From an optimization exercise on the open Yosys and OpenROAD flow, aimed at small area, a short achievable clock period and few clock cycles per item; shortcuts taken in it are not production practice.
Function was checked by simulation only, so behaviour that the tests miss may differ from the original.
Power is estimated from default activity; no workload was simulated.

==> design.v <==
module msr_codec (
    input  wire       clk,
    input  wire       rst,
    input  wire       cmd_valid,
    output wire       cmd_ready,
    input  wire [1:0] cmd_op,       
    input  wire [1:0] cmd_track,    
    input  wire [7:0] cmd_len,      
    input  wire       in_valid,
    output wire       in_ready,
    input  wire [7:0] in_data,
    output wire       out_valid,
    input  wire       out_ready,
    output wire [7:0] out_data,
    output wire       rsp_valid,
    input  wire       rsp_ready,
    output wire [3:0] rsp_err,      
    output wire       rsp_flag,     
    output wire [7:0] rsp_index,    
    output wire [7:0] rsp_char,     
    output wire [7:0] lrc
);
    localparam OP_ENCODE = 2'd0;
    localparam OP_DECODE = 2'd1;
    localparam OP_REVERSE = 2'd2;
    localparam OP_LRCCHK = 2'd3;
    localparam ERR_NONE = 4'd0;
    localparam ERR_CHAR = 4'd5;
    localparam ERR_INVOP = 4'd8;
    localparam S_IDLE = 2'd0;
    localparam S_LOAD = 2'd1;
    localparam S_EMIT = 2'd2;
    localparam S_RESP = 2'd3;
    reg [1:0] state;
    reg [1:0] op;
    reg       trk1;           
    reg [7:0] len;
    reg [7:0] cnt;            
    reg [7:0] out_len;
    reg       invalid;
    reg       bad;            
    reg [7:0] bad_index;
    reg [7:0] bad_char;
    reg [5:0] acc;            
    reg [5:0] chk;            
    reg [7:0] lrc_q;
    reg [7:0] buffer [0:254];
    function [5:0] rev6(input [5:0] v);
        rev6 = {v[0], v[1], v[2], v[3], v[4], v[5]};
    endfunction
    function [3:0] rev4(input [3:0] v);
        rev4 = {v[0], v[1], v[2], v[3]};
    endfunction
    function [5:0] sym_of(input t1, input [7:0] c);
        sym_of = t1 ? (c[5:0] - 6'h20) : {2'b00, c[3:0]};
    endfunction
    function in_alpha(input t1, input [7:0] c);
        in_alpha = t1 ? (c >= 8'h20 && c <= 8'h5F) : (c[7:4] == 4'h3);
    endfunction
    function [7:0] unit_of(input t1, input [5:0] s);
        unit_of = t1 ? {1'b0, rev6(s), ~^s}
                     : {3'b000, rev4(s[3:0]), ~^s[3:0]};
    endfunction
    function [5:0] unsym(input t1, input [7:0] u);
        unsym = t1 ? rev6(u[6:1]) : {2'b00, rev4(u[4:1])};
    endfunction
    function [7:0] char_of(input t1, input [5:0] s);
        char_of = t1 ? (8'h20 + {2'b00, s}) : (8'h30 + {4'h0, s[3:0]});
    endfunction
    function [7:0] rev8(input [7:0] v);
        rev8 = {v[0], v[1], v[2], v[3], v[4], v[5], v[6], v[7]};
    endfunction
    wire cmd_fire = cmd_valid && cmd_ready;
    wire in_fire  = in_valid && in_ready;
    wire out_fire = out_valid && out_ready;
    wire rsp_fire = rsp_valid && rsp_ready;
    assign cmd_ready = (state == S_IDLE);
    assign in_ready  = (state == S_LOAD) && (cnt != len);
    assign out_valid = (state == S_EMIT) && (cnt != out_len);
    assign rsp_valid = (state == S_RESP);
    wire cmd_invalid = (cmd_op == OP_ENCODE && (cmd_track == 2'd0 || cmd_len == 8'd255)) ||
                       (cmd_op == OP_DECODE && cmd_track == 2'd0) ||
                       (cmd_op == OP_LRCCHK && (cmd_track == 2'd0 || cmd_len == 8'd0));
    wire [7:0] cur  = buffer[cnt];
    wire       last_out = (op == OP_ENCODE) && (cnt == len);    
    reg [7:0] out_byte;
    always @(*) begin
        case (op)
            OP_ENCODE:  out_byte = last_out ? unit_of(trk1, acc) : unit_of(trk1, sym_of(trk1, cur));
            OP_REVERSE: out_byte = rev8(cur);
            default:    out_byte = char_of(trk1, unsym(trk1, cur));
        endcase
    end
    assign out_data = out_byte;
    wire [5:0] in_sym = (op == OP_ENCODE) ? sym_of(trk1, in_data) : unsym(trk1, in_data);
    wire       in_is_last = (cnt == len - 8'd1);
    always @(posedge clk) begin
        if (in_fire)
            buffer[cnt] <= in_data;
    end
    always @(posedge clk) begin
        if (rst) begin
            state     <= S_IDLE;
            op        <= 2'd0;
            trk1      <= 1'b0;
            len       <= 8'd0;
            cnt       <= 8'd0;
            out_len   <= 8'd0;
            invalid   <= 1'b0;
            bad       <= 1'b0;
            bad_index <= 8'd0;
            bad_char  <= 8'd0;
            acc       <= 6'd0;
            chk       <= 6'd0;
            lrc_q     <= 8'd0;
        end else begin
            case (state)
                S_IDLE: if (cmd_fire) begin
                    state     <= S_LOAD;
                    op        <= cmd_op;
                    trk1      <= (cmd_track == 2'd1);
                    len       <= cmd_len;
                    cnt       <= 8'd0;
                    invalid   <= cmd_invalid;
                    bad       <= 1'b0;
                    bad_index <= 8'd0;
                    bad_char  <= 8'd0;
                    acc       <= 6'd0;
                    chk       <= 6'd0;
                    case (cmd_op)
                        OP_ENCODE: out_len <= cmd_len + 8'd1;
                        OP_LRCCHK: out_len <= cmd_len - 8'd1;
                        default:   out_len <= cmd_len;
                    endcase
                end
                S_LOAD: begin
                    if (in_fire) begin
                        cnt <= cnt + 8'd1;
                        if (op == OP_ENCODE && !bad && !in_alpha(trk1, in_data)) begin
                            bad       <= 1'b1;
                            bad_index <= cnt;
                            bad_char  <= in_data;
                        end
                        if (op == OP_LRCCHK && in_is_last)
                            chk <= in_sym;
                        else
                            acc <= acc ^ in_sym;
                    end else if (cnt == len) begin
                        cnt <= 8'd0;
                        if (invalid || bad)
                            state <= S_RESP;
                        else
                            state <= S_EMIT;
                    end
                end
                S_EMIT: begin
                    if (out_fire)
                        cnt <= cnt + 8'd1;
                    else if (cnt == out_len) begin
                        state <= S_RESP;
                        if (op == OP_ENCODE)
                            lrc_q <= {1'b1, 1'b0, acc};
                        else if (op == OP_LRCCHK)
                            lrc_q <= {1'b1, acc == chk, acc};
                    end
                end
                S_RESP: if (rsp_fire) begin
                    state <= S_IDLE;
                end
            endcase
        end
    end
    assign rsp_err   = invalid ? ERR_INVOP : (bad ? ERR_CHAR : ERR_NONE);
    assign rsp_flag  = !invalid && !bad && (op == OP_LRCCHK) && (acc == chk);
    assign rsp_index = (!invalid && bad) ? bad_index : 8'd0;
    assign rsp_char  = (!invalid && bad) ? bad_char : 8'd0;
    assign lrc       = lrc_q;
endmodule
==> run.sh <==
#!/bin/bash
# synth_recipe.tcl (not shown) runs the flow's synth.tcl, then flattens the netlist and writes it again
# the make line also repeats each setting of config.mk as NAME=value (left out here)
make -C /OpenROAD-flow-scripts/flow DESIGN_CONFIG=/design/flow/config.mk WORK_HOME=/design/flow/orfs CLKGATE_MAP_FILE= SYNTH_SCRIPT=/design/flow/synth_recipe.tcl finish
==> config.mk <==
export PLATFORM = sky130hd
export DESIGN_NAME = msr_codec
export DESIGN_NICKNAME = msr_codec
export VERILOG_FILES = /design/flow/design.v
export SDC_FILE = /design/flow/constraint.sdc
export NUM_CORES = 4
export LEC_CHECK = 0
export CAP_MARGIN = 20
export CORE_MARGIN = 2
export CORE_UTILIZATION = 40
export PLACE_DENSITY = 0.6
export SLEW_MARGIN = 20
==> constraint.sdc <==
create_clock -name core_clock -period 10.0 [get_ports {clk}]
set_input_delay 2.0000 -clock core_clock [delete_from_list [all_inputs] [get_ports {clk}]]
set_output_delay 2.0000 -clock core_clock [all_outputs]
set_load 0.01 [all_outputs]
==> metrics.cfg <==
[run_status]
outcome = timing/DRC/antenna clean

[floorplanning]
num_rows = 168
initial_core_util = 0.4023
die-area_mm2 = 0.2145
fp.dieW_um = 463.1
coreArea_mm2 = 0.2096
die_h_um = 463.1
io_pins = 67

[worst_setup_path]
critPathCaptureType = output pin
path_class = reg -> out
worst_setup_path_start_kind = flip-flop
cp_data_required_time_ps = 8000
rrSetupSlack_ps = 4830
path_max_fanout = 48
cp.arrival_ps = 7140

[placement]
routabilityCongestion = 0.8630
dp_cells = 7015
port-buffer-count = 65
place.detailed.hpwl_um = 130400

[yosys]
synth_top_area_share = 0.7265
synth-main-ff-cell = edfxtp_1
avgSynthCellArea_um2 = 19.50
ys_ff_latch = 2115
synth_top_cell_by_area = edfxtp_1
synth_edf_count = 2040
synthArstFlopShare = 0
yosysUniqueCellTypes = 81
syn_area_mm2 = 0.08432
syn_inst = 4323
ys_seq_area_frac = 0.7443
ys.warnings.count = 1
synth.net_count = 4371
synthTopCellsByArea = edfxtp_1 (73%), mux4_2 (11%), mux2i_1 (3.3%)

[timing]
fin_worst_skew_ps = 39.49
hold_viol_final = 0
setup_viol = 0
post-route-period-util = 0.9144
grt_setup_unrepaired = false
finalCriticalPeriod_ps = 9144
max_clock_freq_mhz = 109.4
slew_headroom = 0.1811
setup_tns_ps = 0
tightest_slew_ps = 1228
maxSlewViolCount = 0

[grt]
grt_pass1_vias = 42410
grt_first_pass_wirelength_um = 314900
antenna_found_initial = 10
grt_max_degree = 177
grtUsageTotal = 0.2023
gr-total-overflow = 0

[layout]
layout.nets = 4469
drive_above_1_share = 0.1847
area_delta_synth_final_pct = 11.65
fill_cells = 17730
fin_cells = 7396

[route]
wire_per_inst_um = 29.76
drc = 0
wirelength_um = 220100
vias_per_cell = 5.850
firstDrtPassIters = 5
drtIter0Drc = 5300
antenna_left = 0
vias = 43270

[cts]
cts_num_sinks = 2115
cts_tree = yes
post_cts_buffers = 0
clock_path_buffers = 3
htreeDepth = 4
hold_buffers = 0
cts_buffers = 209
ctsResizeCount = 0
clock_latency_ps = 850
cts_root_buf = clkbuf_16
clk_pin_slew_ps = 60

[pwr]
power_density_mw_per_mm2 = 217.9
ir_drop_mv = 0.1852
leakage_nw = 28.18

[hold_path]
hold_class = reg -> reg

[flow_run]
drv_cap = 0

[cells in the mapped netlist (all sizes together), types with 6 or more instances]
library cell     n
o21ai           61
nor4            13
edfxtp        2040
and3             7
nor2           366
nor2b           18
o22ai           55
mux2i          281
xnor2           23
nor3            32
o211ai          14
mux4           444
xor2            24
buf            121
o221ai         111
a21o             6
and2            30
a211oi          21
or3             11
nand3           38
clkbuf         145
dfxtp           75
mux2             6
inv             28
ha              21
nand4            8
a21oi           96
nand2          108
a22oi           25
a22o             6
[cell type report]
| type | instances | area (um2) | share of cell area |
|---|---|---|---|
| inverter | 29 | 115.1 | 0.001223 |
| antenna | 4 | 10.01 | 0.0001063 |
| tap | 2805 | 3510 | 0.03728 |
| clock buffer | 261 | 5499 | 0.05841 |
| multi-input combinational | 1913 | 19810 | 0.2104 |
| sequential | 2115 | 62780 | 0.6669 |
| clock inverter | 116 | 969.7 | 0.01030 |
| timing repair buffer | 153 | 1453 | 0.01543 |
[cell families after synthesis]
| family | synth area share |
|---|---|
| simple gates | 0.03422 |
| buf+inv | 0.02227 |
| flops | 0.7443 |
| other cells | 0.00004447 |
| compound gates | 0.03751 |
| mux | 0.1534 |
| xor+xnor | 0.004882 |
| fa+ha+maj | 0.003354 |
[path summary, 6_finish.rpt]
path                                         startpoint                       end  cells after the start
worst max-delay path                          flip-flop               out_data[3]                     12
worst min-delay path            out_len[0]$_SDFFE_PP0P_   out_len[0]$_SDFFE_PP0P_                      2
worst max register to register      cnt[3]$_SDFFE_PP0P_  buffer[156][3]$_DFFE_PP_                      6
worst min register to register  out_len[0]$_SDFFE_PP0P_   out_len[0]$_SDFFE_PP0P_                      2
[layout by cell type, fill, tap and decap left out, types with 14 or more instances in the layout]
master	instances
edfxtp_1	2040
mux4_2	430
nor2_1	362
mux2i_1	281
clkbuf_16	212
o221ai_1	111
nand2_1	107
a21oi_1	96
buf_4	78
dfxtp_1	70
clkinv_1	59
o21ai_0	56
clkdlybuf4s50_1	56
o22ai_1	55
clkbuf_1	48
clkinv_2	33
nor3_1	32
and2_1	27
inv_1	25
a22oi_1	25
xor2_1	24
xnor2_1	23
nand3_1	22
ha_1	21
a211oi_1	20
nor2b_1	17
nand3_2	15
o211ai_1	14
mux4_1	14
[sequential cells by signal (all words and copies together), names as in the netlist, named ones only]
signal / cells
buffer: 2040
bad_char: 8
bad_index: 8
cnt: 8
len: 8
lrc_q: 8
out_len: 8
acc: 6
chk: 6
op: 2
state: 2
bad: 1
invalid: 1
trk1: 1
[report_power, final]
group	total (W)	switching, W	internal, W	leakage (nW)
clock network	0.00752	0.00335	0.00417	3.15
registers	0.00984	0.0000913	0.00975	18.9
logic	0.00315	0.00168	0.00147	6.09
total	0.0205	0.00512	0.0154	28.2
[stage by stage]
stage	total power (W)	cell area (um2)	utilization	worst slack (ps)	hold slack (ps)
after floorplan	0.01248	84320	-	4636	443.6
after global placement	0.01320	87620	0.4181	1874	454.2
after detailed placement	0.01322	87650	0.4182	1873	458.6
after CTS	0.02065	94120	0.4491	965.8	466.7
final	0.02051	94140	0.4492	856.0	465.8
after global routing	0.02115	94130	0.4492	819.6	491.8
[critical path, stage by stage, from the launching register on]
cell and delay [ps]:
dfxtp_4 910, nand2_4 590, buf_4 580, o221ai_1 500, a21oi_1 110, o21ai_0 770
o21ai_0 450, or4_4 680, and2_1 290, a21o_1 230, o21a_1 170, o221ai_1 290
clkdlybuf4s50_1 600
[metal layers]
metal,vias to the layer above,global-route usage,wire length (um)
li1,17950,-,-
met1,23140,0.2941,93530
met2,1846,0.3126,102600
met3,336,0.03367,17110
met4,4,0.06264,6817
met5,-,0,27
Testbench counts, summed over its fixed seeds: cycles 41,226, ops 192.

## separate check: timing with driven ports
Ports are ideal in the flow. The routed layout listed here was re-timed in OpenROAD. Step 1 assumes that a clkbuf_16 drives the clock port and a buf_2 every other input. Step 2 times the ports against the registers' clock, not the clock port: input delays grow and output delays shrink by t, the midpoint of the rising clock arrivals with the driver on. Slacks: ideal / step 1 / step 2; pairs: ideal / step 1.
t, ns: 0.935
setup WS [ns]: 0.856 / 0.754 / 1.690
hold WS [ns]: 0.466 / 0.466 / 0.466
After both steps setup and hold are still met in this run. For this run, drivers alone change the setup slack by -0.102 ns; drivers and shift together by +0.834 ns.
